Optimization exercise on an open flow, not production practice.
RTL: at most simulated, not proved equivalent.
Power: default activity.

## run.sh

```bash
#!/bin/bash
# synth_recipe.tcl (not shown) runs the flow's synth.tcl, then flattens the netlist and writes it again
# the make line also repeats each setting of config.mk as NAME=value (left out here)
make -C /OpenROAD-flow-scripts/flow DESIGN_CONFIG=/design/flow/config.mk WORK_HOME=/design/flow/orfs CLKGATE_MAP_FILE= SYNTH_SCRIPT=/design/flow/synth_recipe.tcl finish
```

## design.v

```verilog
module alphabet_rom (
    input  wire [5:0] sym_index,   
    output reg  [7:0] sym_char,
    input  wire [7:0] chr,         
    output reg        chr_found,
    output reg  [5:0] chr_index
);
  always @(*) begin
    case (sym_index)
      6'd0 : sym_char = 8'h30;  
      6'd1 : sym_char = 8'h41;  
      6'd2 : sym_char = 8'h42;  
      6'd3 : sym_char = 8'h43;  
      6'd4 : sym_char = 8'h44;  
      6'd5 : sym_char = 8'h32;  
      6'd6 : sym_char = 8'h45;  
      6'd7 : sym_char = 8'h46;  
      6'd8 : sym_char = 8'h47;  
      6'd9 : sym_char = 8'h48;  
      6'd10: sym_char = 8'h34;  
      6'd11: sym_char = 8'h49;  
      6'd12: sym_char = 8'h4A;  
      6'd13: sym_char = 8'h4B;  
      6'd14: sym_char = 8'h4C;  
      6'd15: sym_char = 8'h4D;  
      6'd16: sym_char = 8'h4E;  
      6'd17: sym_char = 8'h36;  
      6'd18: sym_char = 8'h4F;  
      6'd19: sym_char = 8'h50;  
      6'd20: sym_char = 8'h51;  
      6'd21: sym_char = 8'h52;  
      6'd22: sym_char = 8'h53;  
      6'd23: sym_char = 8'h54;  
      6'd24: sym_char = 8'h38;  
      6'd25: sym_char = 8'h55;  
      6'd26: sym_char = 8'h56;  
      6'd27: sym_char = 8'h57;  
      6'd28: sym_char = 8'h58;  
      6'd29: sym_char = 8'h59;  
      6'd30: sym_char = 8'h5A;  
      6'd31: sym_char = 8'h2D;  
      6'd32: sym_char = 8'h31;  
      6'd33: sym_char = 8'h61;  
      6'd34: sym_char = 8'h62;  
      6'd35: sym_char = 8'h63;  
      6'd36: sym_char = 8'h64;  
      6'd37: sym_char = 8'h33;  
      6'd38: sym_char = 8'h65;  
      6'd39: sym_char = 8'h66;  
      6'd40: sym_char = 8'h67;  
      6'd41: sym_char = 8'h68;  
      6'd42: sym_char = 8'h35;  
      6'd43: sym_char = 8'h69;  
      6'd44: sym_char = 8'h6A;  
      6'd45: sym_char = 8'h6B;  
      6'd46: sym_char = 8'h6C;  
      6'd47: sym_char = 8'h6D;  
      6'd48: sym_char = 8'h6E;  
      6'd49: sym_char = 8'h37;  
      6'd50: sym_char = 8'h6F;  
      6'd51: sym_char = 8'h70;  
      6'd52: sym_char = 8'h71;  
      6'd53: sym_char = 8'h72;  
      6'd54: sym_char = 8'h73;  
      6'd55: sym_char = 8'h74;  
      6'd56: sym_char = 8'h39;  
      6'd57: sym_char = 8'h75;  
      6'd58: sym_char = 8'h76;  
      6'd59: sym_char = 8'h77;  
      6'd60: sym_char = 8'h78;  
      6'd61: sym_char = 8'h79;  
      6'd62: sym_char = 8'h7A;  
      6'd63: sym_char = 8'h2E;  
      default: sym_char = 8'h00;
    endcase
  end
  always @(*) begin
    chr_found = 1'b0;
    chr_index = 6'd0;
    case (chr)
      8'h2D: begin chr_found = 1'b1; chr_index = 6'd31; end  
      8'h2E: begin chr_found = 1'b1; chr_index = 6'd63; end  
      8'h30: begin chr_found = 1'b1; chr_index = 6'd0; end  
      8'h31: begin chr_found = 1'b1; chr_index = 6'd32; end  
      8'h32: begin chr_found = 1'b1; chr_index = 6'd5; end  
      8'h33: begin chr_found = 1'b1; chr_index = 6'd37; end  
      8'h34: begin chr_found = 1'b1; chr_index = 6'd10; end  
      8'h35: begin chr_found = 1'b1; chr_index = 6'd42; end  
      8'h36: begin chr_found = 1'b1; chr_index = 6'd17; end  
      8'h37: begin chr_found = 1'b1; chr_index = 6'd49; end  
      8'h38: begin chr_found = 1'b1; chr_index = 6'd24; end  
      8'h39: begin chr_found = 1'b1; chr_index = 6'd56; end  
      8'h41: begin chr_found = 1'b1; chr_index = 6'd1; end  
      8'h42: begin chr_found = 1'b1; chr_index = 6'd2; end  
      8'h43: begin chr_found = 1'b1; chr_index = 6'd3; end  
      8'h44: begin chr_found = 1'b1; chr_index = 6'd4; end  
      8'h45: begin chr_found = 1'b1; chr_index = 6'd6; end  
      8'h46: begin chr_found = 1'b1; chr_index = 6'd7; end  
      8'h47: begin chr_found = 1'b1; chr_index = 6'd8; end  
      8'h48: begin chr_found = 1'b1; chr_index = 6'd9; end  
      8'h49: begin chr_found = 1'b1; chr_index = 6'd11; end  
      8'h4A: begin chr_found = 1'b1; chr_index = 6'd12; end  
      8'h4B: begin chr_found = 1'b1; chr_index = 6'd13; end  
      8'h4C: begin chr_found = 1'b1; chr_index = 6'd14; end  
      8'h4D: begin chr_found = 1'b1; chr_index = 6'd15; end  
      8'h4E: begin chr_found = 1'b1; chr_index = 6'd16; end  
      8'h4F: begin chr_found = 1'b1; chr_index = 6'd18; end  
      8'h50: begin chr_found = 1'b1; chr_index = 6'd19; end  
      8'h51: begin chr_found = 1'b1; chr_index = 6'd20; end  
      8'h52: begin chr_found = 1'b1; chr_index = 6'd21; end  
      8'h53: begin chr_found = 1'b1; chr_index = 6'd22; end  
      8'h54: begin chr_found = 1'b1; chr_index = 6'd23; end  
      8'h55: begin chr_found = 1'b1; chr_index = 6'd25; end  
      8'h56: begin chr_found = 1'b1; chr_index = 6'd26; end  
      8'h57: begin chr_found = 1'b1; chr_index = 6'd27; end  
      8'h58: begin chr_found = 1'b1; chr_index = 6'd28; end  
      8'h59: begin chr_found = 1'b1; chr_index = 6'd29; end  
      8'h5A: begin chr_found = 1'b1; chr_index = 6'd30; end  
      8'h61: begin chr_found = 1'b1; chr_index = 6'd33; end  
      8'h62: begin chr_found = 1'b1; chr_index = 6'd34; end  
      8'h63: begin chr_found = 1'b1; chr_index = 6'd35; end  
      8'h64: begin chr_found = 1'b1; chr_index = 6'd36; end  
      8'h65: begin chr_found = 1'b1; chr_index = 6'd38; end  
      8'h66: begin chr_found = 1'b1; chr_index = 6'd39; end  
      8'h67: begin chr_found = 1'b1; chr_index = 6'd40; end  
      8'h68: begin chr_found = 1'b1; chr_index = 6'd41; end  
      8'h69: begin chr_found = 1'b1; chr_index = 6'd43; end  
      8'h6A: begin chr_found = 1'b1; chr_index = 6'd44; end  
      8'h6B: begin chr_found = 1'b1; chr_index = 6'd45; end  
      8'h6C: begin chr_found = 1'b1; chr_index = 6'd46; end  
      8'h6D: begin chr_found = 1'b1; chr_index = 6'd47; end  
      8'h6E: begin chr_found = 1'b1; chr_index = 6'd48; end  
      8'h6F: begin chr_found = 1'b1; chr_index = 6'd50; end  
      8'h70: begin chr_found = 1'b1; chr_index = 6'd51; end  
      8'h71: begin chr_found = 1'b1; chr_index = 6'd52; end  
      8'h72: begin chr_found = 1'b1; chr_index = 6'd53; end  
      8'h73: begin chr_found = 1'b1; chr_index = 6'd54; end  
      8'h74: begin chr_found = 1'b1; chr_index = 6'd55; end  
      8'h75: begin chr_found = 1'b1; chr_index = 6'd57; end  
      8'h76: begin chr_found = 1'b1; chr_index = 6'd58; end  
      8'h77: begin chr_found = 1'b1; chr_index = 6'd59; end  
      8'h78: begin chr_found = 1'b1; chr_index = 6'd60; end  
      8'h79: begin chr_found = 1'b1; chr_index = 6'd61; end  
      8'h7A: begin chr_found = 1'b1; chr_index = 6'd62; end  
      default: begin chr_found = 1'b0; chr_index = 6'd0; end
    endcase
  end
endmodule
module coord_shift (
    input  wire [58:0] din,
    input  wire [5:0]  sh,
    output reg  [58:0] dout,      
    output reg         st         
);
  integer k;
  always @(*) begin
    dout = din;
    st   = 1'b0;
    for (k = 0; k < 6; k = k + 1) begin
      if (sh[k]) begin
        st   = st | (|(dout & ~({59{1'b1}} << (1 << k))));
        dout = dout >> (1 << k);
      end
    end
  end
endmodule
module coord_tofix_pre (
    input  wire [63:0] d,         
    output wire [58:0] m59,       
    output wire [5:0]  sh         
);
  wire [10:0] ex  = d[62:52];
  wire [11:0] shw = 12'd1033 - {1'b0, ex};
  assign m59 = {ex != 11'd0, d[51:0], 6'd0};
  assign sh  = shw[5:0];
endmodule
module coord_tofix_add (
    input  wire [63:0] d,         
    input  wire        is_y,      
    input  wire [58:0] as,        
    input  wire        ast,       
    output wire [60:0] mg,        
    output wire        neg,       
    output wire        sub,       
    output wire [2:0]  eb         
);
  wire        sgn  = d[63];
  wire [10:0] ex   = d[62:52];
  wire [51:0] fr   = d[51:0];
  wire [11:0] shw  = 12'd1033 - {1'b0, ex};
  wire        huge = shw[11] | (shw[10:6] != 5'd0);   
  wire [58:0] a    = huge ? 59'd0 : as;
  wire        st   = huge ? ((ex != 11'd0) | (fr != 52'd0)) : ast;
  wire [10:0] ec = is_y ? 11'd1029 : 11'd1030;
  wire        ge = (ex > ec) || ((ex == ec) && (fr >= 52'h6800000000000));
  wire le52  = (ex < 11'd1028) || ((ex == 11'd1028) && (fr <= 52'hA000000000000));
  wire le116 = (ex < 11'd1029) || ((ex == 11'd1029) && (fr <= 52'hD000000000000));
  wire le148 = (ex < 11'd1030) || ((ex == 11'd1030) && (fr <= 52'h2800000000000));
  wire le26  = (ex < 11'd1027) || ((ex == 11'd1027) && (fr <= 52'hA000000000000));
  wire le58  = (ex < 11'd1028) || ((ex == 11'd1028) && (fr <= 52'hD000000000000));
  assign eb  = is_y ? {1'b0, le26, le58} : {le52, le116, le148};
  wire [10:0] at  = {1'b0, a[58:49]};
  wire [10:0] ct  = is_y ? 11'd45 : 11'd90;           
  assign neg = sgn & ge;
  assign sub = sgn & !ge;
  assign mg  = {(!sgn ? at + ct : ge ? at - ct : at), a[48:0], st};
endmodule
module coord_tofix_prep (
    input  wire [22:0] mlo,       
    input  wire        is_y,
    output wire [6:0]  sticky,    
    output wire [8:2]  ones,      
    output wire [4:0]  nz         
);
  wire [22:0] low = is_y ? {1'b1, mlo[21:0]} : mlo;
  wire [22:0] lz  = is_y ? {1'b0, mlo[21:0]} : mlo;
  genvar g;
  generate for (g = 0; g < 7; g = g + 1) begin : stk
    assign sticky[g] = |mlo[g:0];
  end endgenerate
  generate for (g = 2; g < 9; g = g + 1) begin : one
    assign ones[g] = &low[22:g];
  end endgenerate
  generate for (g = 0; g < 5; g = g + 1) begin : nzr
    assign nz[g] = |lz[22:g];
  end endgenerate
endmodule
module coord_tofix_round (
    input  wire [60:0] mg,
    input  wire        is_y,
    input  wire        neg,
    input  wire        sub,
    input  wire [2:0]  eb,
    input  wire [6:0]  sticky,    
    input  wire [8:2]  ones,
    input  wire [4:0]  nz,
    output wire [36:0] dvd,       
    output wire        flip       
);
  wire [6:0] top = sub ? {4'd0, eb} : mg[60:54];
  reg rnd, cy, fnz;
  always @(*) begin
    rnd = 1'b0;
    cy  = 1'b0;
    fnz = nz[0];
    if      (top[6]) begin rnd = mg[7] & (mg[8] | sticky[6]); cy = rnd & ones[8]; end
    else if (top[5]) begin rnd = mg[6] & (mg[7] | sticky[5]); cy = rnd & ones[7]; end
    else if (top[4]) begin rnd = mg[5] & (mg[6] | sticky[4]); cy = rnd & ones[6]; end
    else if (top[3]) begin rnd = mg[4] & (mg[5] | sticky[3]); cy = rnd & ones[5]; end
    else if (top[2]) begin rnd = mg[3] & (mg[4] | sticky[2]); cy = rnd & ones[4]; fnz = rnd ? !ones[4] : nz[4]; end
    else if (top[1]) begin rnd = mg[2] & (mg[3] | sticky[1]); cy = rnd & ones[3]; fnz = rnd ? !ones[3] : nz[3]; end
    else if (top[0]) begin rnd = mg[1] & (mg[2] | sticky[0]); cy = rnd & ones[2]; fnz = rnd ? !ones[2] : nz[2]; end
  end
  wire [36:0] x  = is_y ? mg[58:22] : mg[59:23];
  wire        iv = neg | sub;
  wire [37:0] kc = neg ? (38'd90 << 31) + 38'd44 : sub ? (38'd90 << 27) + 38'd45 : 38'd45;
  wire        ci = neg ? !cy : sub ? !(cy | fnz) : cy;
  wire [37:0] w;
  fast_add #(.W(38), .L(6)) u_w (.a({iv, x ^ {37{iv}}}), .b(kc), .ci(ci), .s(w));
  assign dvd  = w[37:1];
  assign flip = neg;
endmodule
module div45_step (
    input  wire [6:0] r,          
    input  wire       b,          
    output wire [6:0] ro,
    output wire       q           
);
  wire [1:0] r1 = r[1:0];
  wire [1:0] r2 = r[3:2];
  wire [2:0] r3 = r[6:4];
  wire q1 = r1[1] | (r1[0] & b);
  wire [1:0] r1o = {(r1[0] & ~b) | (r1[1] & b), (~r1[1] & ~r1[0] & b) | (r1[1] & ~b)};
  wire q2 = r2[1] | (r2[0] & q1);
  wire [1:0] r2o = {(r2[0] & ~q1) | (r2[1] & q1), (~r2[1] & ~r2[0] & q1) | (r2[1] & ~q1)};
  reg  [2:0] r3o;
  reg        q3;
  always @(*) begin
    case ({r3, q2})
      4'd0: begin q3 = 1'b0; r3o = 3'd0; end
      4'd1: begin q3 = 1'b0; r3o = 3'd1; end
      4'd2: begin q3 = 1'b0; r3o = 3'd2; end
      4'd3: begin q3 = 1'b0; r3o = 3'd3; end
      4'd4: begin q3 = 1'b0; r3o = 3'd4; end
      4'd5: begin q3 = 1'b1; r3o = 3'd0; end
      4'd6: begin q3 = 1'b1; r3o = 3'd1; end
      4'd7: begin q3 = 1'b1; r3o = 3'd2; end
      4'd8: begin q3 = 1'b1; r3o = 3'd3; end
      4'd9: begin q3 = 1'b1; r3o = 3'd4; end
      default: begin q3 = 1'b1; r3o = 3'd4; end
    endcase
  end
  assign ro = {r3o, r2o, r1o};
  assign q  = q3;
endmodule
module coord_todeg_sub (
    input  wire [31:0] n,         
    output wire [32:0] c          
);
  wire [5:0]  hi = {n[31], n[31:27]} - 6'd1;
  wire        sg = hi[5];
  assign c = {sg, {hi[4:0], n[26:0]} ^ {32{sg}}};
endmodule
module coord_todeg_mul (
    input  wire [32:0] c,         
    output wire [38:0] a,         
    output wire        s          
);
  assign s = c[32];
  wire [32:0] ci = {1'b0, c[31:0]};                   
  wire [38:0] p0 = {ci, 5'd0};
  wire [38:0] p1 = {2'd0, ci, 3'd0};
  wire [38:0] p2 = {3'd0, ci, 2'd0};
  wire [38:0] p3 = {6'd0, ci};
  wire [38:0] p4 = {33'd0, s, 1'b0, s, s, 1'b0, s};   
  wire [38:0] s1 = p0 ^ p1 ^ p2;
  wire [38:0] c1 = {(p0[37:0] & p1[37:0]) | (p0[37:0] & p2[37:0]) | (p1[37:0] & p2[37:0]), 1'b0};
  wire [38:0] s2 = s1 ^ c1 ^ p3;
  wire [38:0] c2 = {(s1[37:0] & c1[37:0]) | (s1[37:0] & p3[37:0]) | (c1[37:0] & p3[37:0]), 1'b0};
  wire [38:0] s3 = s2 ^ c2 ^ p4;
  wire [38:0] c3 = {(s2[37:0] & c2[37:0]) | (s2[37:0] & p4[37:0]) | (c2[37:0] & p4[37:0]), 1'b0};
  fast_add #(.W(39), .L(6)) u_cpa (.a(s3), .b(c3), .ci(1'b0), .s(a));
endmodule
module coord_todeg_lead (
    input  wire [38:0] a,
    output wire [5:0]  sh,        
    output wire [58:0] rin        
);
  wire [63:0] x = {a, 25'd0};
  wire        v [0:6][0:63];      
  wire [5:0]  z [0:6][0:63];      
  genvar l, j;
  generate
    for (j = 0; j < 64; j = j + 1) begin : lf
      assign v[0][j] = x[63 - j];
      assign z[0][j] = 6'd0;
    end
    for (l = 1; l <= 6; l = l + 1) begin : lv
      for (j = 0; j < (64 >> l); j = j + 1) begin : nd
        assign v[l][j] = v[l-1][2*j] | v[l-1][2*j+1];
        assign z[l][j] = v[l-1][2*j] ? z[l-1][2*j] : (z[l-1][2*j+1] | (6'd1 << (l - 1)));
      end
      for (j = (64 >> l); j < 64; j = j + 1) begin : un
        assign v[l][j] = 1'b0;
        assign z[l][j] = 6'd0;
      end
    end
  endgenerate
  assign sh = v[6][0] ? z[6][0] : 6'd0;
  genvar g;
  generate for (g = 0; g < 39; g = g + 1) begin : rv
    assign rin[58 - g] = a[g];
  end endgenerate
  assign rin[19:0] = 20'd0;
endmodule
module coord_todeg_norm (
    input  wire [38:0] a,
    input  wire        s,
    input  wire        is_y,
    input  wire [5:0]  sh,        
    input  wire [58:0] rout,      
    output wire [63:0] d
);
  wire [38:0] norm;
  genvar g;
  generate for (g = 0; g < 39; g = g + 1) begin : rv
    assign norm[g] = rout[58 - g];
  end endgenerate
  wire [10:0] e = (is_y ? 11'd997 : 11'd998) + 11'd38 - {5'd0, sh};
  assign d = (a == 39'd0) ? 64'd0 : {s, e, norm[37:0], 14'd0};
endmodule
module fast_add #(
    parameter integer W = 32,
    parameter integer L = 5
) (
    input  wire [W-1:0] a,
    input  wire [W-1:0] b,
    input  wire         ci,
    output wire [W-1:0] s
);
  wire [W-1:0] p0 = a ^ b;
  wire [W-1:0] g [0:L];
  wire [W-1:0] p [0:L];
  assign g[0] = (a & b) | {{(W-1){1'b0}}, p0[0] & ci};
  assign p[0] = p0;
  genvar l, i;
  generate for (l = 0; l < L; l = l + 1) begin : lv
    for (i = 0; i < W; i = i + 1) begin : bt
      if ((i >> l) & 1) begin : m
        assign g[l+1][i] = g[l][i] | (p[l][i] & g[l][((i >> l) << l) - 1]);
        assign p[l+1][i] = p[l][i] & p[l][((i >> l) << l) - 1];
      end else begin : k
        assign g[l+1][i] = g[l][i];
        assign p[l+1][i] = p[l][i];
      end
    end
  end endgenerate
  assign s = p0 ^ {g[L][W-2:0], ci};
endmodule
module symbol_alphabet_rom (
    input  wire        clk,
    input  wire        rst,
    input  wire        cmd_valid,
    output wire        cmd_ready,
    input  wire [3:0]  cmd_op,
    input  wire [63:0] cmd_opa,
    input  wire [63:0] cmd_opb,
    input  wire        si_valid,
    input  wire        si_end,
    input  wire [7:0]  si_char,
    output wire        si_ready,
    input  wire        pi_valid,
    input  wire        pi_end,
    input  wire [63:0] pi_lon,
    input  wire [63:0] pi_lat,
    output wire        pi_ready,
    output wire        so_valid,
    output wire [7:0]  so_char,
    input  wire        so_ready,
    output wire        po_valid,
    output wire [63:0] po_x,
    output wire [63:0] po_y,
    input  wire        po_ready,
    output wire        busy,
    output wire        done,
    output wire [1:0]  err,
    output wire        resv,
    output wire [63:0] res,
    output wire [31:0] ax,
    output wire [31:0] ay,
    output wire        axis
);
  localparam [3:0] OP_NOP    = 4'd0,  OP_SYMOF  = 4'd1,  OP_IDXOF  = 4'd2,  OP_RDNUM  = 4'd3,
                   OP_DECNUM = 4'd4,  OP_WRNUM  = 4'd5,  OP_TOFIXX = 4'd6,  OP_TOFIXY = 4'd7,
                   OP_TODEGX = 4'd8,  OP_TODEGY = 4'd9,  OP_ACLR   = 4'd10, OP_AADD   = 4'd11,
                   OP_ALOAD  = 4'd12, OP_ADIFF  = 4'd13, OP_DECODE = 4'd14, OP_ENCODE = 4'd15;
  localparam [1:0] TIER_SMALL = 2'd0, TIER_MEDIUM = 2'd1, TIER_FULL = 2'd2, TIER_RAW = 2'd3;
  localparam [1:0] TD_NONE = 2'd0, TD_X = 2'd1, TD_Y = 2'd2, TD_RES = 2'd3;
  localparam integer DSTEP = 12;
  reg        busy_r;
  reg        first;         
  reg        second;        
  reg [3:0]  op;
  reg [63:0] opr;           
  reg [31:0] acc_x;
  reg [31:0] acc_y;
  reg        axis_r;
  reg        axis_bn;       
  reg [63:0] res_r;
  reg        resv_r;
  reg        done_r;
  reg        err_r;
  wire accept = cmd_valid && !busy_r && (cmd_op != OP_NOP);
  reg  op_rd, op_dn, op_dec, op_enc, op_wr, op_fix, op_read, op_acc, op_sub, op_bacc;
  reg  [8:0]  f0;           
  reg         f0v;
  reg         endin;        
  reg         endq;         
  reg  [2:0]  scnt;         
  reg  [1:0]  tier;
  reg         innum;        
  reg         cmp;          
  reg         cx, cy;       
  reg  [32:0] tin;          
  reg  [38:0] ta;
  reg         ts, ty;
  reg  [1:0]  tdst;
  reg         po_v;
  reg  [63:0] po_xr, po_yr;
  reg  [1:0]  fph;          
  reg  [1:0]  pfs;          
  reg         pcons;        
  reg         va, ya;       
  reg  [60:0] mg;
  reg         vm, ym, nm, sm;   
  reg  [2:0]  ebm;
  reg  [6:0]  stm;
  reg  [8:2]  onm;
  reg  [4:0]  nzm;
  reg         dv, dy, dneg;
  reg  [1:0]  dc;
  reg  [35:0] dq;           
  reg  [6:0]  dr;
  reg  [31:0] fq;           
  reg         vfq;
  reg         wsel;         
  reg  [29:0] osr;           
  reg  [29:0] nw;           
  reg  [2:0]  nwl;
  reg         nwv;
  reg  [2:0]  ocnt;
  reg  [7:0]  ochr;
  wire [7:0] rom_char;
  wire       rev_found;
  wire [5:0] rev_index;
  reg  [5:0] rom_idx;
  alphabet_rom u_rom (
      .sym_index (rom_idx),
      .sym_char  (rom_char),
      .chr       (op_read ? f0[7:0] : opr[7:0]),
      .chr_found (rev_found),
      .chr_index (rev_index)
  );
  wire [7:0] rom_char2;
  wire       rom2_f;
  wire [5:0] rom2_i;
  alphabet_rom u_rom2 (
      .sym_index (nw[29:24]),
      .sym_char  (rom_char2),
      .chr       (8'd0),
      .chr_found (rom2_f),
      .chr_index (rom2_i)
  );
  wire apply_now = cmp && (!op_dec || (axis_r ? !cy && (!cx || conv_x) : !cx && (!cy || conv_y)));
  wire s2_go     = busy_r && op_read && f0v && !endq && (!cmp || apply_now);
  wire h_end     = f0[8];
  wire s2_sym    = s2_go && !h_end && rev_found;
  reg  [31:0] payload;
  always @(*) begin
    case (tier)
      TIER_SMALL:  payload = {{21{~osr[10]}}, ~osr[10], osr[9:0]};
      TIER_MEDIUM: payload = {{16{~osr[15]}}, ~osr[15], osr[14:0]};
      TIER_FULL:   payload = {4'd0, osr[27:0]};
      default:     payload = {2'd0, osr};
    endcase
  end
  wire enc_load = op_enc && !first && !nwv && vfq;           
  wire wr_load  = op_wr && first;
  wire nw_take  = nwv && ((ocnt == 3'd0) || ((ocnt == 3'd1) && so_ready));
  reg  [31:0] amux;
  reg  [31:0] bmux;
  reg         inv;
  always @(*) begin
    amux = payload;
    bmux = 32'd0;
    inv  = 1'b0;
    if (op_fix) begin
      amux = fq;
    end else if (op_wr) begin
      amux = opr[31:0];
    end else if (op_acc) begin
      amux = opr[63:32];
      if (op_bacc) bmux = opr[0] ? acc_y : acc_x;
      inv  = op_sub;
    end else if (op_dec) begin
      if (tier != TIER_FULL) bmux = axis_bn ? acc_x : acc_y;
    end
  end
  wire [31:0] sum;
  fast_add #(.W(32), .L(5)) u_add (.a(amux), .b(bmux ^ {32{inv}}), .ci(inv), .s(sum));
  wire [31:0] ea = fq;
  wire [31:0] eb = wsel ? acc_y : acc_x;
  wire [31:0] ed;
  fast_add #(.W(32), .L(5)) u_esub (.a(ea), .b(~eb), .ci(1'b1), .s(ed));
  wire [29:0] word_e, word_w;
  wire [2:0]  wlen_e, wlen_w;
  num_word u_we (.d(ed),  .a(ea),         .word(word_e), .len(wlen_e));
  num_word u_ww (.d(opr[31:0]), .a(opr[63:32]), .word(word_w), .len(wlen_w));
  wire [29:0] word = op_wr ? word_w : word_e;
  wire [2:0]  wlen = op_wr ? wlen_w : wlen_e;
  wire        oload  = nw_take;
  wire        oshift = (ocnt != 3'd0) && so_ready;
  always @(*) begin
    if (busy_r && op == OP_SYMOF) rom_idx = opr[5:0];
    else                          rom_idx = osr[23:18];
  end
  wire conv_x = cx && !po_v;
  wire conv_y = cy && !cx && !po_v;
  wire conv_r = busy_r && second && (op == OP_TODEGX || op == OP_TODEGY);
  wire [38:0] t_a;
  wire        t_s;
  wire [32:0] t_c;
  coord_todeg_sub u_tsub (
      .n (op_dec ? sum : opr[31:0]),
      .c (t_c)
  );
  coord_todeg_mul u_tmul (
      .c (tin),
      .a (t_a),
      .s (t_s)
  );
  wire [58:0] f_m59;
  wire [5:0]  f_sh;
  coord_tofix_pre u_fpre (
      .d   (opr),
      .m59 (f_m59),
      .sh  (f_sh)
  );
  wire [5:0]  t_sh;
  wire [58:0] t_rin;
  coord_todeg_lead u_tlead (
      .a   (ta),
      .sh  (t_sh),
      .rin (t_rin)
  );
  wire [58:0] s_out;
  wire        s_st;
  coord_shift u_shift (
      .din  (f_m59),
      .sh   (f_sh),
      .dout (s_out),
      .st   (s_st)
  );
  wire [58:0] t_out;
  wire        t_st;
  coord_shift u_tshift (
      .din  (t_rin),
      .sh   (t_sh),
      .dout (t_out),
      .st   (t_st)
  );
  wire [63:0] deg;
  coord_todeg_norm u_tnorm (
      .a    (ta),
      .s    (ts),
      .is_y (ty),
      .sh   (t_sh),
      .rout (t_out),
      .d    (deg)
  );
  wire [60:0] f_mg;
  wire        f_neg, f_sub;
  wire [2:0]  f_eb;
  coord_tofix_add u_fadd (
      .d    (opr),
      .is_y (ya),
      .as   (s_out),
      .ast  (s_st),
      .mg   (f_mg),
      .neg  (f_neg),
      .sub  (f_sub),
      .eb   (f_eb)
  );
  wire [6:0]  f_st;
  wire [8:2]  f_on;
  wire [4:0]  f_nz;
  coord_tofix_prep u_fprep (
      .mlo    (f_mg[22:0]),
      .is_y   (ya),
      .sticky (f_st),
      .ones   (f_on),
      .nz     (f_nz)
  );
  wire [36:0] f_dvd;
  wire        f_flip;
  coord_tofix_round u_fround (
      .mg   (mg),
      .is_y (ym),
      .neg  (nm),
      .sub  (sm),
      .eb   (ebm),
      .sticky (stm),
      .ones (onm),
      .nz   (nzm),
      .dvd  (f_dvd),
      .flip (f_flip)
  );
  wire [6:0]  dr_s [0:DSTEP];
  wire [35:0] dq_s [0:DSTEP];
  assign dr_s[0] = dr;
  assign dq_s[0] = dq;
  genvar g;
  generate for (g = 0; g < DSTEP; g = g + 1) begin : dstep
    wire q;
    div45_step u_step (.r(dr_s[g]), .b(dq_s[g][35]), .ro(dr_s[g+1]), .q(q));
    assign dq_s[g+1] = {dq_s[g][34:0], q};
  end endgenerate
  wire        dlast   = dv && (dc == 2'd2);
  wire        dout_ok = !vfq || enc_load;
  wire        dfree   = !dv || (dlast && dout_ok);
  wire        takem   = vm && dfree;
  wire        takea   = va && !vm;
  wire        canA    = !va || takea;
  assign cmd_ready = !busy_r;
  assign busy      = busy_r;
  assign done      = done_r;
  assign err       = {1'b0, err_r};
  assign resv      = resv_r;
  assign res       = res_r;
  assign ax        = acc_x;
  assign ay        = acc_y;
  assign axis      = axis_r;
  assign si_ready  = busy_r && op_read && !endin &&
                     (op_dec ? (!f0v || s2_go) : (!f0v && !cmp && (scnt != 3'd0 || !op_rd)));
  assign pi_ready  = busy_r && op_enc && (pcons || (fph == 2'd1 && canA) || fph == 2'd2);
  assign so_valid  = (ocnt != 3'd0);
  assign so_char   = ochr;
  assign po_valid  = po_v;
  assign po_x      = po_xr;
  assign po_y      = po_yr;
  reg fin;
  always @(*) begin
    fin = 1'b0;
    if (busy_r) begin
      case (op)
        OP_RDNUM, OP_DECNUM: fin = apply_now || (s2_go && h_end);
        OP_DECODE:           fin = endq && !cmp && !cx && !cy && (tdst == TD_NONE) && (!po_v || po_ready);
        OP_ENCODE:           fin = (fph == 2'd3) && !va && !vm && !dv && !vfq && !nwv &&
                                   ((ocnt == 3'd0) || (ocnt == 3'd1 && so_ready));
        OP_WRNUM:            fin = !first && ocnt == 3'd1 && so_ready;
        OP_SYMOF:            fin = second;
        OP_TOFIXX, OP_TOFIXY: fin = vfq;
        OP_TODEGX, OP_TODEGY: fin = (tdst == TD_RES);
        default:             fin = first;
      endcase
    end
  end
  wire pf_go = busy_r && !first && !op_enc && !op_fix && cmd_valid && (cmd_op == OP_ENCODE) &&
               pi_valid && !pi_end && (pfs != 2'd2);
  wire [63:0] opr_cmd = {((cmd_op == OP_WRNUM) || (cmd_op == OP_AADD) || (cmd_op == OP_ALOAD) ||
                          (cmd_op == OP_ADIFF)) ? cmd_opb[31:0] : cmd_opa[63:32], cmd_opa[31:0]};
  always @(posedge clk) begin
    if (!busy_r && !va)
      opr <= opr_cmd;
    else if ((op_enc && !pcons && fph == 2'd0 || pf_go && pfs == 2'd0) && canA)
      opr <= pi_lon;
    else if ((op_enc && fph == 2'd1 || pf_go && pfs == 2'd1) && canA)
      opr <= pi_lat;
    if (si_valid && si_ready) f0 <= {si_end, si_char};
    if (s2_sym) begin
      osr <= {osr[23:0], rev_index};
      if (!op_rd && scnt == 3'd0)
        tier <= (rev_index[5:4] == 2'b11) ? TIER_FULL : rev_index[5] ? TIER_MEDIUM : TIER_SMALL;
    end
    if (busy_r && first) begin
      osr  <= 30'd0;
      tier <= TIER_RAW;
    end
    if (busy_r && first && (op == OP_TODEGX || op == OP_TODEGY)) tin <= t_c;
    else if (apply_now && op_dec)                                tin <= t_c;
    if (conv_x || conv_y || conv_r) begin
      ta <= t_a;
      ts <= t_s;
      ty <= conv_y || (!conv_x && op == OP_TODEGY);
    end
    if (tdst == TD_X) po_xr <= deg;
    if (tdst == TD_Y) po_yr <= deg;
    if (takea) begin
      mg  <= f_mg;
      ym  <= ya;
      nm  <= f_neg;
      sm  <= f_sub;
      ebm <= f_eb;
      stm <= f_st;
      onm <= f_on;
      nzm <= f_nz;
    end
    if (takem) begin
      dq   <= f_dvd[35:0];
      dr   <= {6'd0, f_dvd[36]};
      dy   <= ym;
      dneg <= f_flip;
    end else if (dv && dc != 2'd2) begin
      dq <= dq_s[DSTEP];
      dr <= dr_s[DSTEP];
    end
    if (dlast && dout_ok) begin
      fq <= dq_s[DSTEP][31:0] ^ {dneg, 31'd0};
    end
    if (enc_load || wr_load) begin
      nw  <= word;
      nwl <= wlen;
    end
    if (oload) begin
      osr  <= nw;
      ochr <= rom_char2;
    end else if (oshift) begin
      osr  <= {osr[23:0], 6'd0};
      ochr <= rom_char;
    end else if (busy_r && first && op == OP_SYMOF) begin
      ochr <= rom_char;
    end
  end
  always @(posedge clk) begin
    if (rst) begin
      busy_r <= 1'b0;
      first  <= 1'b0;
      second <= 1'b0;
      op     <= OP_NOP;
      op_rd  <= 1'b0;
      op_dn  <= 1'b0;
      op_dec <= 1'b0;
      op_enc <= 1'b0;
      op_wr  <= 1'b0;
      op_fix <= 1'b0;
      op_read <= 1'b0;
      op_acc <= 1'b0;
      op_sub <= 1'b0;
      op_bacc <= 1'b0;
      acc_x  <= 32'd0;
      acc_y  <= 32'd0;
      axis_r <= 1'b0;
      axis_bn <= 1'b1;
      res_r  <= 64'd0;
      resv_r <= 1'b0;
      done_r <= 1'b0;
      err_r  <= 1'b0;
      f0v    <= 1'b0;
      endin  <= 1'b0;
      endq   <= 1'b0;
      scnt   <= 3'd0;
      innum  <= 1'b0;
      cmp    <= 1'b0;
      cx     <= 1'b0;
      cy     <= 1'b0;
      tdst   <= TD_NONE;
      po_v   <= 1'b0;
      fph    <= 2'd0;
      pcons  <= 1'b0;
      wsel   <= 1'b0;
      ocnt   <= 3'd0;
      nwv    <= 1'b0;
    end else begin
      first  <= accept;
      second <= first && !accept;
      if (accept) begin
        busy_r <= 1'b1;
        op     <= cmd_op;
        op_rd  <= (cmd_op == OP_RDNUM);
        op_dn  <= (cmd_op == OP_DECNUM);
        op_dec <= (cmd_op == OP_DECODE);
        op_enc <= (cmd_op == OP_ENCODE);
        op_wr  <= (cmd_op == OP_WRNUM);
        op_fix <= (cmd_op == OP_TOFIXX) || (cmd_op == OP_TOFIXY);
        op_read <= (cmd_op == OP_RDNUM) || (cmd_op == OP_DECNUM) || (cmd_op == OP_DECODE);
        op_acc <= (cmd_op == OP_AADD) || (cmd_op == OP_ALOAD) || (cmd_op == OP_ADIFF);
        op_sub <= (cmd_op == OP_ADIFF);
        op_bacc <= (cmd_op == OP_AADD) || (cmd_op == OP_ADIFF);
        done_r <= 1'b0;
        err_r  <= 1'b0;
        resv_r <= 1'b0;
        f0v    <= 1'b0;
        endin  <= 1'b0;
        endq   <= 1'b0;
        innum  <= 1'b0;
        scnt   <= (cmd_op == OP_RDNUM) ? cmd_opa[2:0] : 3'd0;
        cmp    <= 1'b0;
        fph    <= (pfs == 2'd1) ? 2'd1 : 2'd0;
        pcons  <= (pfs == 2'd2);
        wsel   <= 1'b0;
        if (cmd_op == OP_DECODE || cmd_op == OP_ENCODE)
          axis_r <= 1'b0;
        if (cmd_op == OP_DECODE || cmd_op == OP_ENCODE)
          axis_bn <= 1'b1;
      end else if (busy_r) begin
        if (first) begin
          if (op_dec || op_enc || op == OP_ACLR) begin
            acc_x <= 32'd0;
            acc_y <= 32'd0;
          end
          if (op_rd && scnt == 3'd0) cmp <= 1'b1;    
          case (op)
            OP_IDXOF: begin res_r <= {58'd0, rev_index}; resv_r <= rev_found; end
            OP_AADD, OP_ALOAD: begin
              res_r  <= {32'd0, sum};
              resv_r <= 1'b1;
              if (opr[0]) acc_y <= sum; else acc_x <= sum;
            end
            OP_ADIFF: begin res_r <= {32'd0, sum}; resv_r <= 1'b1; end
            default: ;
          endcase
        end
        if (second && op == OP_SYMOF) begin
          res_r  <= {56'd0, ochr};
          resv_r <= 1'b1;
        end
        if (second && op_wr) res_r <= {61'd0, nwl};
        if (si_valid && si_ready) begin
          f0v <= 1'b1;
          if (si_end) endin <= 1'b1;
        end else if (s2_go) begin
          f0v <= 1'b0;
        end
        if (s2_go) begin
          if (h_end) begin
            endq  <= 1'b1;
            err_r <= op_dec ? innum : 1'b1;
          end else if (!rev_found) begin
            innum <= 1'b1;
          end else begin
            innum <= 1'b1;
            if (op_rd || scnt != 3'd0) begin
              scnt <= scnt - 3'd1;
              if (scnt == 3'd1) begin
                cmp   <= 1'b1;
                innum <= 1'b0;
              end
            end else begin
              scnt <= (rev_index[5:4] == 2'b11) ? 3'd4 : rev_index[5] ? 3'd2 : 3'd1;
            end
          end
        end
        if (apply_now) begin
          cmp <= 1'b0;
          if (op_dec) begin
            if (axis_r) begin acc_y <= sum; cy <= 1'b1; end
            else        begin acc_x <= sum; cx <= 1'b1; end
            axis_r <= !axis_r;
            axis_bn <= axis_r;
          end else begin
            res_r  <= {30'd0, op_dn ? tier : 2'd0, sum};
            resv_r <= 1'b1;
          end
        end
        if (conv_x) cx <= 1'b0;
        if (conv_y) cy <= 1'b0;
        tdst <= conv_x ? TD_X : conv_y ? TD_Y : conv_r ? TD_RES : TD_NONE;
        if (tdst == TD_Y) po_v <= 1'b1;
        if (po_v && po_ready) po_v <= 1'b0;
        if (tdst == TD_RES) begin
          res_r  <= deg;
          resv_r <= 1'b1;
        end
        if (op_enc && pcons && pi_valid) pcons <= 1'b0;
        if (op_enc && !pcons) begin
          case (fph)
            2'd0: if (canA && pi_valid) fph <= pi_end ? 2'd2 : 2'd1;
            2'd1: if (canA && pi_valid) fph <= 2'd0;
            2'd2: if (pi_valid) fph <= 2'd3;
            default: ;
          endcase
        end
        if (enc_load) begin
          if (wsel) acc_y <= fq;
          else      acc_x <= fq;
          wsel <= !wsel;
        end
        if (enc_load || wr_load) nwv <= 1'b1;
        else if (nw_take)        nwv <= 1'b0;
        if (oload)       ocnt <= nwl;
        else if (oshift) ocnt <= ocnt - 3'd1;
        if (op_fix && vfq) begin
          res_r  <= {32'd0, sum};
          resv_r <= 1'b1;
        end
        if (fin) begin
          busy_r <= 1'b0;
          done_r <= 1'b1;
          if (op_wr) resv_r <= 1'b1;
        end
      end
    end
  end
  wire ld_lon = (busy_r && op_enc && !pcons && fph == 2'd0 && pi_valid && !pi_end ||
                 pf_go && pfs == 2'd0) && canA;
  wire ld_lat = (busy_r && op_enc && fph == 2'd1 && pi_valid || pf_go && pfs == 2'd1) && canA;
  wire ld_fix = accept && ((cmd_op == OP_TOFIXX) || (cmd_op == OP_TOFIXY));
  wire use_fq = busy_r && (enc_load || op_fix && vfq);
  always @(posedge clk) begin
    if (rst) begin
      pfs <= 2'd0;
      va  <= 1'b0;
      ya  <= 1'b0;
      vm  <= 1'b0;
      dv  <= 1'b0;
      dc  <= 2'd0;
      vfq <= 1'b0;
    end else begin
      if (accept)
        pfs <= 2'd0;
      else if (pf_go && canA)
        pfs <= pfs + 2'd1;
      if (ld_lon || ld_lat || ld_fix) va <= 1'b1;
      else if (takea)                 va <= 1'b0;
      if (ld_lat)      ya <= 1'b1;
      else if (ld_lon) ya <= 1'b0;
      else if (ld_fix) ya <= cmd_op[0];
      if (takea)      vm <= 1'b1;
      else if (takem) vm <= 1'b0;
      if (takem) begin
        dv <= 1'b1;
        dc <= 2'd0;
      end else if (dv && dc != 2'd2) begin
        dc <= dc + 2'd1;
      end else if (dlast && dout_ok) begin
        dv <= 1'b0;
      end
      if (dlast && dout_ok) vfq <= 1'b1;
      else if (use_fq)      vfq <= 1'b0;
    end
  end
endmodule
module num_word (
    input  wire [31:0] d,
    input  wire [31:0] a,
    output wire [29:0] word,
    output wire [2:0]  len
);
  wire is_sm = (d[31:10] == 22'd0) || (d[31:10] == {22{1'b1}});
  wire is_md = (d[31:15] == 17'd0) || (d[31:15] == {17{1'b1}});
  assign word = is_sm ? {1'b0, ~d[10], d[9:0], 18'd0} :
                is_md ? {2'b10, ~d[15], d[14:0], 12'd0} :
                        {2'b11, a[27:0]};
  assign len  = is_sm ? 3'd2 : is_md ? 3'd3 : 3'd5;
endmodule
```

## constraint.sdc

```tcl
create_clock -name core_clock -period 24.0 [get_ports {clk}]
set_input_delay 4.8000 -clock core_clock [delete_from_list [all_inputs] [get_ports {clk}]]
set_output_delay 4.8000 -clock core_clock [all_outputs]
set_load 0.01 [all_outputs]
```

## config.mk

```make
export PLATFORM = sky130hd
export DESIGN_NAME = symbol_alphabet_rom
export DESIGN_NICKNAME = symbol_alphabet_rom
export VERILOG_FILES = /design/flow/design.v
export SDC_FILE = /design/flow/constraint.sdc
export NUM_CORES = 4
export LEC_CHECK = 0
export ABC_AREA = 1
export CAP_MARGIN = 0
export CORE_MARGIN = 2
export CORE_UTILIZATION = 25
export GPL_ROUTABILITY_DRIVEN = 1
export PLACE_DENSITY = 0.5
export SETUP_SLACK_MARGIN = 0.4
export SLEW_MARGIN = 0
```

==> results of run 1 <==
-- kinds of logic (layout without fill, tap and decap cells) --
group	after synthesis	in the layout	share of synthesized area (%)
AOI/OAI and AO/OA	1881	1881	21.7
xor gates and xnor gates	148	148	2.60
adders and majority gates	292	292	8.50
buffers and inverters	1112	1470	8.73
DFF	652	652	35.4
muxes	67	67	1.35
other	1	33	0.00753
and+or+nand+nor	2556	2556	21.7
-- metrics by stage --
step	instance area (um^2)	util (%)	cells	hold WS [ps]
floorplan	49900	-	6738	427
global placement	57300	29.0	9582	436
detailed placement	57300	29.0	9582	436
CTS	60200	30.5	9736	452
global route	60200	30.5	9738	456
finish	60200	30.5	9739	452
-- worst max-delay path, stage by stage (launching register included) --
cell and delay, ps:
dfxtp_4 740, inv_4 230, nor4_1 300, o21ai_0 150, inv_1 110, nor2_1 60
nor3_1 310, clkdlybuf4s50_1 620
-- metal layers --
layer,track usage (%),vias to the layer above
li1,-,23600
met1,26.2,23300
met2,34.5,1930
met3,3.33,434
met4,12.4,4
met5,0,-
-- worst paths after layout --
path                             start        to  cells after the start
worst max-delay path            busy_r  si_ready                      7
worst min-delay path            dq[14]    fq[26]                      0
worst max register to register  op_acc   tin[12]                     36
worst min register to register  dq[14]    fq[26]                      0
-- synth_stat cells, types with 6 or more instances --
master and n:
buf_2 13, a21oi_1 424, o311ai_0 6, o21bai_1 8, inv_1 668, clkinv_1 20
o21ai_2 9, nand2_4 13, nand4_1 68, mux2i_1 67, ha_1 215, clkbuf_1 309
nor4_1 29, a221oi_1 17, nand3_2 10, nand2_1 1465, a211oi_1 36, o221ai_1 53
o31ai_1 48, xnor2_1 34, dfxtp_1 195, edfxtp_1 457, nand2_2 40, a21oi_2 10
nor2_1 524, buf_4 35, xor2_1 114, inv_2 42, buf_1 22, o21a_1 7
fa_1 77, o41ai_1 6, nor2_4 8, a31oi_1 65, nand3_1 226, nor3_1 88
a32oi_1 8, or2_2 36, a21o_1 9, o21ai_0 892, nor2_2 20, o211ai_1 120
o21ai_1 29, o22ai_1 92
-- layout make-up --
| cell class | instances | share of cell area [%] |
|---|---|---|
| multi-input cells | 4974 | 46.6 |
| flip-flops and latches | 652 | 29.3 |
| repair buffers | 585 | 9.32 |
| well taps | 2640 | 5.49 |
| inverters | 731 | 4.57 |
| clock buffers | 110 | 3.84 |
| clock inverters | 44 | 0.910 |
| diodes | 3 | 0.0125 |
-- state kept, by name, summed over array words and instances (netlist names), 29 cells and up --
signal and count:
po_xr 50, mg 48, opr 64, res_r 64, acc_x 32, acc_y 32, nw 29, fq 32
dq 36, ta 39, po_yr 50, tin 33, osr 30
-- power groups by stage --
stage,sequential (mW),combinational [mW],clock [mW]
detailed placement,1.50,3.30,0
global placement,1.50,3.21,0
global route,1.48,3.66,1.40
CTS,1.47,3.31,1.36
floorplan,1.44,2.50,0
finish,1.48,3.30,1.33
==> summary.md, run 1 <==
| Metric | Value |
|---|---|
| Outcome | `timing/DRC/antenna clean` |
| Via/cell ratio | `around 5` |
| Hold Path Class | `reg2reg` |
| Filler Cell Count | `~21000` |
| Max_cap viols | `0` |
| WL met2 | `102000 um` |
| Clock skew | `between 30 and 40 ps` |
| Post-CTS setup buffer count | `0` |
| Top sig layer | `met5` |
| Minimum clock period | `8020 ps` |
| Hpwl dp | `between 150000 and 200000 um` |
| DRC | `0` |
| Port Buffers | `between 400 and 500` |
| Multi-input gate area | `about 0.028 mm^2` |
| Setup TNS | `0 ps` |
| Max IR drop VDD | `around 0.28 mV` |
| Final layout net count | `between 7000 and 8000` |
| Vias in the first global route | `about 46000` |
| Router iterations before antenna repair | `8` |
| R2R setup slack | `between 15000 and 20000 ps` |
| Clock Sinks | `around 650` |
| Post-route setup slack | `roughly 16000 ps` |
| Core Area | `0.198 mm^2` |
| Setup violations, final | `0` |
| Register area | `0.0176 mm^2` |
| Syn Inst Count | `roughly 6700` |
| Worst Path Max Fanout | `between 40 and 50` |
| Post-DRT Antenna Nets | `0` |
| Commonest non-fill, non-tap cell in the layout | `nand2_1` |
| Pre-CTS setup slack | `15720 ps` |
| Share of cells above drive strength 1 | `roughly 6.5%` |
| Met3 Wirelength | `between 10000 and 15000 um` |
| Final Hold Viols | `0` |
| Global-route usage over all layers | `21.1%` |
| Post-synthesis sequential area ratio | `between 30% and 40%` |
| Post-CTS sizing | `0` |
| Unique masters post-synth | `80` |
| CTS tree | `built` |
| Crit path capture type | `primary output` |
| CTS Buffer Depth | `3` |
| Cts hold-fix bufs | `0` |
| P_sw | `2.93 mW` |
| Ports | `roughly 550` |
| RD Place Congestion | `1.01` |
| Largest cells by area after synthesis | `edfxtp_1, nand2_1, o21ai_0` |
| Crit Path Category | `reg2out` |
| Pin count of the biggest net entering global routing | `between 100 and 150` |
| Starting density of the core | `25.2%` |
| Rows | `163` |
| Slew margin rel. | `between 20 and 25%` |
| Wire length per cell | `around 23 um` |
| Met1 wire length | `slightly above 90000 um` |
| Crit path DAT | `between 3000 and 4000 ps` |
| Final WL | `between 200000 and 250000 um` |
| DRT iter0 DRCs | `around 4500` |
| PD cells | `roughly 100 mW/mm^2` |
| RSZ-0062 raised after global routing | `no` |
| Inserted Clock Buffers | `82` |
| Clock share of power | `roughly 22%` |
| Crit path required time | `19200 ps` |
| DIE AREA | `around 0.20 mm^2` |
| Initial antenna violation count | `6` |
| Syn_area_per_cell | `around 7.4 um^2` |
| Leading area contributor after synthesis | `edfxtp_1` |
| Slew Limit Fails | `0` |
| Grt ovf | `0` |
| Post-synth ARST share | `0%` |
| Most frequent cells in the layout | `nand2_1, o21ai_0, inv_1, nor2_1, clkdlybuf4s50_1` |
| Vias | `around 50000` |
| F_max | `125 MHz` |
| Design Power | `roughly 6.1 mW` |
| H-tree Lvls | `3` |
| Mapped Area | `approximately 0.05 mm^2` |
| Global-route wire length before repair | `between 300000 and 400000 um` |
| Die Ht | `around 450 um` |
| Clk slew on worst S/H paths | `about 60 ps` |
| Lkg Pwr | `roughly 24 nW` |
| Clock root buffer | `clkbuf_16` |
| Worst skew pair latency | `720 ps` |
| Area grow syn2layout | `21.0%` |
| Synthesized flop and latch total | `652` |
| Tightest Pin Transition | `1160 ps` |
| Die X-Extent | `~450 um` |
| Top-area cell type share of the netlist area | `about 28%` |
| Startpoint types | `flop` |
| Internal Pwr Total | `roughly 3.2 mW` |
| Post-synth EDFFs | `~460` |
| Logic gate share of total power | `a little over half` |
| Fin crit share | `roughly a third` |
| Switching Fraction | `between 40% and 50%` |
| Ys flop type | `edfxtp_1` |
| Yosys warns | `9` |
| Sequential fraction of design power | `24.2%` |
Testbench counts, summed over its fixed seeds: cycles 12,516, items 1,954.
==> run 2: changes to the inputs <==
--- a/design.v
+++ b/design.v
@@ -438,6 +438,7 @@
   localparam [1:0] TD_NONE = 2'd0, TD_X = 2'd1, TD_Y = 2'd2, TD_RES = 2'd3;
   localparam integer DSTEP = 12;
   reg        busy_r;
+  reg        idle_r;        
   reg        first;         
   reg        second;        
   reg [3:0]  op;
@@ -671,7 +672,7 @@
   wire        takem   = vm && dfree;
   wire        takea   = va && !vm;
   wire        canA    = !va || takea;
-  assign cmd_ready = !busy_r;
+  assign cmd_ready = idle_r;
   assign busy      = busy_r;
   assign done      = done_r;
   assign err       = {1'b0, err_r};
@@ -680,9 +681,9 @@
   assign ax        = acc_x;
   assign ay        = acc_y;
   assign axis      = axis_r;
-  assign si_ready  = busy_r && op_read && !endin &&
+  assign si_ready  = !idle_r && op_read && !endin &&
                      (op_dec ? (!f0v || s2_go) : (!f0v && !cmp && (scnt != 3'd0 || !op_rd)));
-  assign pi_ready  = busy_r && op_enc && (pcons || (fph == 2'd1 && canA) || fph == 2'd2);
+  assign pi_ready  = !idle_r && op_enc && (pcons || (fph == 2'd1 && canA) || fph == 2'd2);
   assign so_valid  = (ocnt != 3'd0);
   assign so_char   = ochr;
   assign po_valid  = po_v;
@@ -774,6 +775,7 @@
   always @(posedge clk) begin
     if (rst) begin
       busy_r <= 1'b0;
+      idle_r <= 1'b1;
       first  <= 1'b0;
       second <= 1'b0;
       op     <= OP_NOP;
@@ -815,6 +817,7 @@
       second <= first && !accept;
       if (accept) begin
         busy_r <= 1'b1;
+        idle_r <= 1'b0;
         op     <= cmd_op;
         op_rd  <= (cmd_op == OP_RDNUM);
         op_dn  <= (cmd_op == OP_DECNUM);
@@ -935,6 +938,7 @@
         end
         if (fin) begin
           busy_r <= 1'b0;
+          idle_r <= 1'b1;
           done_r <= 1'b1;
           if (op_wr) resv_r <= 1'b1;
         end
--- a/config.mk
+++ b/config.mk
@@ -6,10 +6,10 @@
 export NUM_CORES = 4
 export LEC_CHECK = 0
 export ABC_AREA = 1
-export CAP_MARGIN = 0
+export CAP_MARGIN = 20
 export CORE_MARGIN = 2
 export CORE_UTILIZATION = 25
 export GPL_ROUTABILITY_DRIVEN = 1
 export PLACE_DENSITY = 0.5
 export SETUP_SLACK_MARGIN = 0.4
-export SLEW_MARGIN = 0
+export SLEW_MARGIN = 20
==> run 2 against run 1 <==
Effect of this change: global-route usage is 0.14 points higher; design area hardly changed; critical path depth stayed put; sequential share of layout area is 0.055 points higher; first-iteration DRC count is 6.1% higher; clock power is 4% lower; core utilization is 0.053 points lower; synthesized cell count is 0.64% higher; wire length is 0.92% higher; worst hold slack better by 5.6 ps; register-to-register slack worse by 230 ps; critical path type unchanged; critical endpoint unchanged; largest power group unchanged.
==> summary.md, run 2 <==
| Metric | Value |
|---|---|
| RD Place Congestion | `0.974 (was 1.01)` |
| Lkg Pwr | `23.7 nW (was 23.8 nW)` |
| Starting density of the core | `25.2% (about the same)` |
| Minimum clock period | `8370 ps (was 8020 ps)` |
| Ys flop type | `edfxtp_1 (unchanged)` |
| Synthesized flop and latch total | `653 (was 652)` |
| CP most frequent cell | `nor4_1` |
| Synth top cells by count | `nand2_1, o21ai_0, inv_1 (unchanged)` |
| Port Buffers | `489 (unchanged)` |
| Design Power | `5.79 mW (was 6.10 mW)` |
| Top-area cell type share of the netlist area | `27.5% (was 27.6%)` |
| DRT iter0 DRCs | `4757 (was 4482)` |
| CP max stage cell | `dfxtp_4 (unchanged)` |
| Area grow syn2layout | `20.6% (was 21.0%)` |
| Slew margin rel. | `10.9% (was 21.8%)` |
| Largest family of logic cells by synthesized area | `simple AND/OR/NAND/NOR gates (unchanged)` |
| Final layout net count | `7639 (was 7595)` |
| Crit Path Category | `reg2out (unchanged)` |
| Top-count cell post-synth | `nand2_1 (unchanged)` |
| Grt ovf | `0 (unchanged)` |
| XOR/XNOR Fraction of Synth Area | `2.65% (was 2.60%)` |
| Startpoint types | `flop (unchanged)` |
| Worst-path cell chain | `inv_4 -> nor4_1 -> nand2_1 -> inv_1 -> nor2_1 -> nor4_1 -> clkdlybuf4s50_1 (was inv_4 -> nor4_1 -> o21ai_0 -> inv_1 -> nor2_1 -> nor3_1 -> clkdlybuf4s50_1)` |
| Clk slew on worst S/H paths | `60 ps (about the same)` |
| Crit path required time | `19200 ps (about the same)` |
| Outcome | `timing/DRC/antenna clean (unchanged)` |
| Clock Sinks | `653 (was 652)` |
| Largest cells by area after synthesis | `edfxtp_1, nand2_1, o21ai_0 (unchanged)` |
| Crit path DAT | `3570 ps (was 3220 ps)` |
| DIE AREA | `0.203 mm^2 (about the same)` |
| F_max | `119 MHz (was 125 MHz)` |
| Setup TNS | `0 ps (unchanged)` |
| Wire length per cell | `22.9 um (was 22.8 um)` |
| Hpwl dp | `177000 um (was 175000 um)` |
| Fin Hold WS | `458 ps (was 452 ps)` |
| H-tree Lvls | `3 (unchanged)` |
| Tightest Pin Transition | `1330 ps (was 1160 ps)` |
| Leading area contributor after synthesis | `edfxtp_1 (unchanged)` |
| Initial antenna violation count | `8 (was 6)` |
| Share of cells above drive strength 1 | `6.40% (was 6.50%)` |
| Multiplexer area fraction after synthesis | `1.26% (was 1.35%)` |
| Post-synth ARST share | `0% (unchanged)` |
| Post-DRT Antenna Nets | `0 (unchanged)` |
| Die Ht | `451 um (was 450 um)` |
| Cts hold-fix bufs | `0 (unchanged)` |
| Util after Layout | `30.4% (was 30.5%)` |
| Commonest non-fill, non-tap cell in the layout | `nand2_1 (unchanged)` |
| Global-route usage over all layers | `21.2% (was 21.1%)` |
| CTS Buffer Depth | `3 (unchanged)` |
| Post-synthesis compound-gate area fraction | `21.6% (was 21.7%)` |
| Vias | `49500 (was 49200)` |
| RSZ-0062 raised after global routing | `no (unchanged)` |
| Syn Inst Count | `6752 (was 6709)` |
| Ports | `552 (unchanged)` |
| Crit path capture type | `primary output (unchanged)` |
| Top delay family on crit path | `buffers and inverters (unchanged)` |
| Synth Area in Adders | `8.49% (was 8.50%)` |
| Register area | `0.0177 mm^2 (was 0.0176 mm^2)` |
| Clock skew | `39.9 ps (was 33.7 ps)` |
| Post-synth EDFFs | `457 (unchanged)` |
| Final Hold Viols | `0 (unchanged)` |
| Slew Limit Fails | `0 (unchanged)` |
| Mapped Area | `0.0499 mm^2 (was 0.0498 mm^2)` |
| Yosys warns | `9 (unchanged)` |
| Post-synthesis sequential area ratio | `35.4% (about the same)` |
| Core Area | `0.198 mm^2 (about the same)` |
| Unique masters post-synth | `73 (was 80)` |
| Fin crit share | `34.9% (was 33.4%)` |
| Post-CTS setup buffer count | `0 (unchanged)` |
| Worst path bufs/invs | `3 (unchanged)` |
| Max_cap viols | `0 (unchanged)` |
| Post-CTS sizing | `0 (unchanged)` |
| Vias in the first global route | `46800 (was 46400)` |
| Inserted Clock Buffers | `82 (unchanged)` |
| Top Registers | `opr (64), res_r (64) (unchanged)` |
| Critical Path Max Stage Delay | `720 ps (was 740 ps)` |
| Placed instance area | `0.0574 mm^2 (was 0.0573 mm^2)` |
| Final WL | `224000 um (was 222000 um)` |
| Rows | `163 (unchanged)` |
| Filler Cell Count | `21400 (was 21200)` |
| Syn_area_per_cell | `7.39 um^2 (was 7.42 um^2)` |
| Global-route wire length before repair | `321000 um (was 319000 um)` |
| Multi-input gate area | `0.0281 mm^2 (was 0.0280 mm^2)` |
| Worst Path Max Fanout | `52 (was 46)` |
| Setup violations, final | `0 (unchanged)` |
| Area fraction in and, or, nand and nor cells after synthesis | `21.8% (was 21.7%)` |
| Clock root buffer | `clkbuf_16 (unchanged)` |
| Most frequent cells in the layout | `nand2_1, o21ai_0, inv_1, a21oi_1, nor2_1 (was nand2_1, o21ai_0, inv_1, nor2_1, clkdlybuf4s50_1)` |
| Hold Path Class | `reg2reg (unchanged)` |
| Pin count of the biggest net entering global routing | `105 (was 106)` |
| Router iterations before antenna repair | `6 (was 8)` |
| Max IR drop VDD | `0.186 mV (was 0.278 mV)` |
| Via/cell ratio | `5.06 (was 5.05)` |
| Design area | `0.0602 mm^2 (about the same)` |
| DRC | `0 (unchanged)` |
| CTS tree | `built (unchanged)` |
| Worst skew pair latency | `740 ps (was 720 ps)` |
| Die X-Extent | `451 um (was 450 um)` |
| PD cells | `96.3 mW/mm^2 (was 101 mW/mm^2)` |
## run 2: changes by cell type after synthesis, moves of 23 or more
cell      previous run  this run
a21oi_1            424       535
o21ai_0            892       816
nand2_1           1465      1522
nor2_1             524       498
a22oi_1              4        43
inv_1              668       694
o22ai_1             92        59
o211ai_1           120        97
## run 2: power by group
group          switching [mW]  internal [mW]
registers               0.104           1.38
logic                    2.11          0.922
clock network           0.546          0.731
total                    2.76           3.03
## run 2: logic make-up (layout without fill, tap and decap cells)
family | after synthesis | in the layout
buffers and inverters | 1128 | 1485
AOI/OAI and AO/OA | 1885 | 1885
xor gates and xnor gates | 151 | 151
DFF | 653 | 653
muxes | 63 | 63
other | 1 | 33
adders and majority gates | 292 | 292
and+or+nand+nor | 2579 | 2579
## run 2: layout make-up
class | instances | share of cell area [%]
antenna | 3 | 0.0125
clock buffer | 97 | 3.55
clock inverter | 55 | 0.963
inverter | 753 | 4.70
multi-input combinational | 5000 | 46.7
sequential | 653 | 29.3
tap | 2640 | 5.49
timing repair buffer | 580 | 9.27
## run 2: final timing paths
| check | start | end | slack, ps | depth (start not counted) |
|---|---|---|---|---|
| min reg2reg | dq[6] | fq[18] | 460 | 0 |
| max reg2reg | op_dec | tin[0] | 15970 | 40 |
| min | dq[6] | fq[18] | 460 | 0 |
| max | busy_r | si_ready | 15630 | 7 |
## run 2: routing by layer
layer	part of all wire [%]	vias up	track usage, %
met4	6.3	4	11.4
met1	40	23500	25.8
met2	47	1913	36.2
li1	-	23700	-
met5	0.012	-	0
met3	6.1	428	2.93
## run 2: stage by stage
stage               worst slack [ps]  std cells
global placement               15740       9626
global route                   15380       9779
finish                         15630       9781
floorplan                      15140       6781
CTS                            15550       9778
detailed placement             15720       9626
## run 2: worst register-to-register path, delay by kind of cell (launching register included)
kind                       cells  cell delay, ps
AOI/OAI and AO/OA             12            2720
and+or+nand+nor               18            1910
buffers and inverters          7            1880
xor gates and xnor gates       2             550
adders and majority gates      1             360
DFF                            1             300
Testbench counts of run 2, summed over its fixed seeds: cycles 12,516, items 1,954.
==> run 3: changes to the inputs <==
--- a/design.v
+++ b/design.v
@@ -706,7 +706,8 @@
       endcase
     end
   end
-  wire pf_go = busy_r && !first && !op_enc && !op_fix && cmd_valid && (cmd_op == OP_ENCODE) &&
+  reg  pf_enc;
+  wire pf_go = busy_r && !first && !op_enc && !op_fix && pf_enc && cmd_valid &&
                pi_valid && !pi_end && (pfs != 2'd2);
   wire [63:0] opr_cmd = {((cmd_op == OP_WRNUM) || (cmd_op == OP_AADD) || (cmd_op == OP_ALOAD) ||
                           (cmd_op == OP_ADIFF)) ? cmd_opb[31:0] : cmd_opa[63:32], cmd_opa[31:0]};
@@ -951,6 +952,7 @@
   wire ld_fix = accept && ((cmd_op == OP_TOFIXX) || (cmd_op == OP_TOFIXY));
   wire use_fq = busy_r && (enc_load || op_fix && vfq);
   always @(posedge clk) begin
+    pf_enc <= !rst && cmd_valid && (cmd_op == OP_ENCODE);
     if (rst) begin
       pfs <= 2'd0;
       va  <= 1'b0;
==> run 3 against run 2 <==
Effect of this change: register-to-register slack gained 130 ps; sequential share of layout area is essentially flat; first-iteration DRC count down 1.1%; die area barely moved; design area grew 0.21%; worst hold slack got worse by 3.8 ps; via count fell by 0.26%; critical path depth unchanged; sequential cell count rose by 1; clock power up 4%; non-clock buffer count increased by 1; critical path type unchanged; largest cell class unchanged; highest routed layer unchanged.
==> summary.md, run 3 <==
| Metric | Value |
|---|---|
| Outcome | `timing/DRC/antenna clean (unchanged)` |
| Filler Cell Count | `21400 (about the same)` |
| Lkg Pwr | `23.7 nW (about the same)` |
| Worst-path cell chain | `inv_1 -> nor4_1 -> nand2_1 -> inv_1 -> nor2_1 -> nor4_1 -> clkdlybuf4s50_1 (was inv_4 -> nor4_1 -> nand2_1 -> inv_1 -> nor2_1 -> nor4_1 -> clkdlybuf4s50_1)` |
| Post-synth ARST share | `0% (unchanged)` |
| Initial antenna violation count | `7 (was 8)` |
| Crit path DAT | `3120 ps (was 3570 ps)` |
| Slew Limit Fails | `0 (unchanged)` |
| Router iterations before antenna repair | `6 (unchanged)` |
| Setup crit end | `si_ready (unchanged)` |
| Syn_area_per_cell | `7.38 um^2 (was 7.39 um^2)` |
| Largest cells by area after synthesis | `edfxtp_1, nand2_1, o21ai_0 (unchanged)` |
| Die Ht | `451 um (about the same)` |
| Global-route usage over all layers | `21.1% (was 21.2%)` |
| Top-count cell post-synth | `nand2_1 (unchanged)` |
| Startpoint types | `flop (unchanged)` |
| RD Place Congestion | `0.989 (was 0.974)` |
| Design Power | `5.92 mW (was 5.79 mW)` |
| Rows | `163 (unchanged)` |
| Fin crit share | `33.0% (was 34.9%)` |
| PD cells | `98.2 mW/mm^2 (was 96.3 mW/mm^2)` |
| Cts hold-fix bufs | `0 (unchanged)` |
| Via/cell ratio | `5.04 (was 5.06)` |
| Unique masters post-synth | `73 (unchanged)` |
| Worst Path Max Fanout | `13 (was 52)` |
| Fin Hold WS | `454 ps (was 458 ps)` |
| Mapped Area | `0.0499 mm^2 (about the same)` |
| RSZ-0062 raised after global routing | `no (unchanged)` |
| Tightest Pin Transition | `1080 ps (was 1330 ps)` |
| F_max | `126 MHz (was 119 MHz)` |
| Crit path required time | `19200 ps (about the same)` |
| Hold Path Class | `reg2reg (unchanged)` |
| Crit Path Category | `reg2out (unchanged)` |
| Slew margin rel. | `27.3% (was 10.9%)` |
| Leading area contributor after synthesis | `edfxtp_1 (unchanged)` |
| Setup violations, final | `0 (unchanged)` |
| Port Buffers | `489 (unchanged)` |
| Clk slew on worst S/H paths | `60 ps (about the same)` |
| R2R depth | `43 (was 40)` |
| Commonest non-fill, non-tap cell in the layout | `nand2_1 (unchanged)` |
| Vias in the first global route | `46200 (was 46800)` |
| Pin count of the biggest net entering global routing | `105 (unchanged)` |
| Syn Inst Count | `6755 (was 6752)` |
| Inserted Clock Buffers | `83 (was 82)` |
| Area grow syn2layout | `20.9% (was 20.6%)` |
| Global-route wire length before repair | `319000 um (was 321000 um)` |
| Most frequent cells in the layout | `nand2_1, o21ai_0, inv_1, a21oi_1, clkdlybuf4s50_1 (was nand2_1, o21ai_0, inv_1, a21oi_1, nor2_1)` |
| Worst skew pair latency | `730 ps (was 740 ps)` |
| Clock root buffer | `clkbuf_16 (unchanged)` |
| Ports | `552 (unchanged)` |
| Final WL | `222000 um (was 224000 um)` |
| Wire length per cell | `22.7 um (was 22.9 um)` |
| Post-CTS setup buffer count | `0 (unchanged)` |
| Setup TNS | `0 ps (unchanged)` |
| DRC | `0 (unchanged)` |
| Final layout net count | `7648 (was 7639)` |
| Clock Sinks | `654 (was 653)` |
| Core Area | `0.198 mm^2 (unchanged)` |
| Clock skew | `42.9 ps (was 39.9 ps)` |
| Synthesized flop and latch total | `654 (was 653)` |
| Worst r2r src | `op_wr (was op_dec)` |
| Post-CTS sizing | `0 (unchanged)` |
| Top Registers | `opr (64), res_r (64) (unchanged)` |
| Vias | `49400 (was 49500)` |
| Ys flop type | `edfxtp_1 (unchanged)` |
| Post-synthesis sequential area ratio | `35.4% (about the same)` |
| Starting density of the core | `25.2% (about the same)` |
| Critical Path Max Stage Delay | `640 ps (was 720 ps)` |
| Die X-Extent | `451 um (about the same)` |
| Post-DRT Antenna Nets | `0 (unchanged)` |
| Hpwl dp | `176000 um (was 177000 um)` |
| Final Hold Viols | `0 (unchanged)` |
| Top-area cell type share of the netlist area | `27.5% (about the same)` |
| Max IR drop VDD | `0.338 mV (was 0.186 mV)` |
| Grt ovf | `0 (unchanged)` |
| CTS tree | `built (unchanged)` |
| CP startpoint | `op_read (was busy_r)` |
| Worst reg2reg endpoint | `tin[1] (was tin[0])` |
| Yosys warns | `9 (unchanged)` |
| Minimum clock period | `7920 ps (was 8370 ps)` |
| Max_cap viols | `0 (unchanged)` |
| Share of cells above drive strength 1 | `5.92% (was 6.40%)` |
| R2R setup slack | `16100 ps (was 15970 ps)` |
| CTS Buffer Depth | `3 (unchanged)` |
| DIE AREA | `0.203 mm^2 (about the same)` |
| H-tree Lvls | `3 (unchanged)` |
| DRT iter0 DRCs | `4705 (was 4757)` |
| Synth top cells by count | `nand2_1, o21ai_0, inv_1 (unchanged)` |
| Post-synth EDFFs | `457 (unchanged)` |
| Crit path capture type | `primary output (unchanged)` |
| CP max stage cell | `clkdlybuf4s50_1 (was dfxtp_4)` |
==> run 3: area by class of cell <==
| cell class | instances | area, um^2 | area share, % |
|---|---|---|---|
| inverters | 758 | 2850 | 4.73 |
| clock buffers | 106 | 2290 | 3.80 |
| multi-input cells | 5001 | 28000 | 46.5 |
| flip-flops and latches | 654 | 17700 | 29.3 |
| diodes | 1 | 2.50 | 0.00415 |
| well taps | 2640 | 3300 | 5.48 |
| repair buffers | 581 | 5580 | 9.26 |
| clock inverters | 50 | 573 | 0.951 |
==> run 3: worst min path at each step <==
stage / start / end / slack, ps / depth (start not counted)
after floorplan: dq[0] / fq[12] / 430 / 0
after global placement: dq[0] / fq[12] / 440 / 0
after detailed placement: dq[14] / fq[26] / 440 / 0
after CTS: dq[14] / fq[26] / 460 / 0
after global routing: dq[14] / fq[26] / 470 / 0
final: dq[1] / fq[13] / 450 / 0
==> run 3: routing by layer <==
metal / vias up / global-route usage [%] / part of all wire (%)
li1: 23700 / - / -
met2: 1881 / 35.1 / 46
met4: 4 / 12.3 / 6.8
met1: 23300 / 25.7 / 40
met3: 469 / 3.64 / 6.7
met5: - / 0 / 0.010
==> run 3: worst max-delay path: cells and delay by family (launching register included) <==
kind / cells / cell delay, ps
buf+inv: 3 / 1000
simple gates: 4 / 810
flops: 1 / 600
==> run 3: metrics by stage <==
step | std cells | setup WS [ps] | area, um^2 | utilization (%)
global route | 9790 | 15390 | 60300 | 30.5
global placement | 9634 | 15770 | 57400 | 29.0
detailed placement | 9634 | 15730 | 57400 | 29.0
finish | 9791 | 16080 | 60300 | 30.5
floorplan | 6784 | 15330 | 50000 | -
CTS | 9790 | 15970 | 60300 | 30.5
==> run 3: power breakdown <==
part	switching [mW]	leakage, nW	internal, mW	total, mW
Sequential	0.0997	5.81	1.39	1.49
Combinational	2.16	16.5	0.941	3.10
Clock	0.539	1.39	0.788	1.33
==> run 3: cells by family (layout without fill, tap and decap cells) <==
group	Yosys count	count (layout)	synth area share, %
buffers and inverters	1129	1495	8.83
multiplexers	71	71	1.42
other	1	31	0.00752
flip-flops	654	654	35.4
XOR/XNOR	170	170	2.99
adder cells (fa/ha/maj)	292	292	8.48
AO/OA/AOI/OAI	1902	1902	21.7
AND/OR/NAND/NOR	2536	2536	21.2
Testbench counts of run 3, summed over its fixed seeds: cycles 12,516, items 1,954.
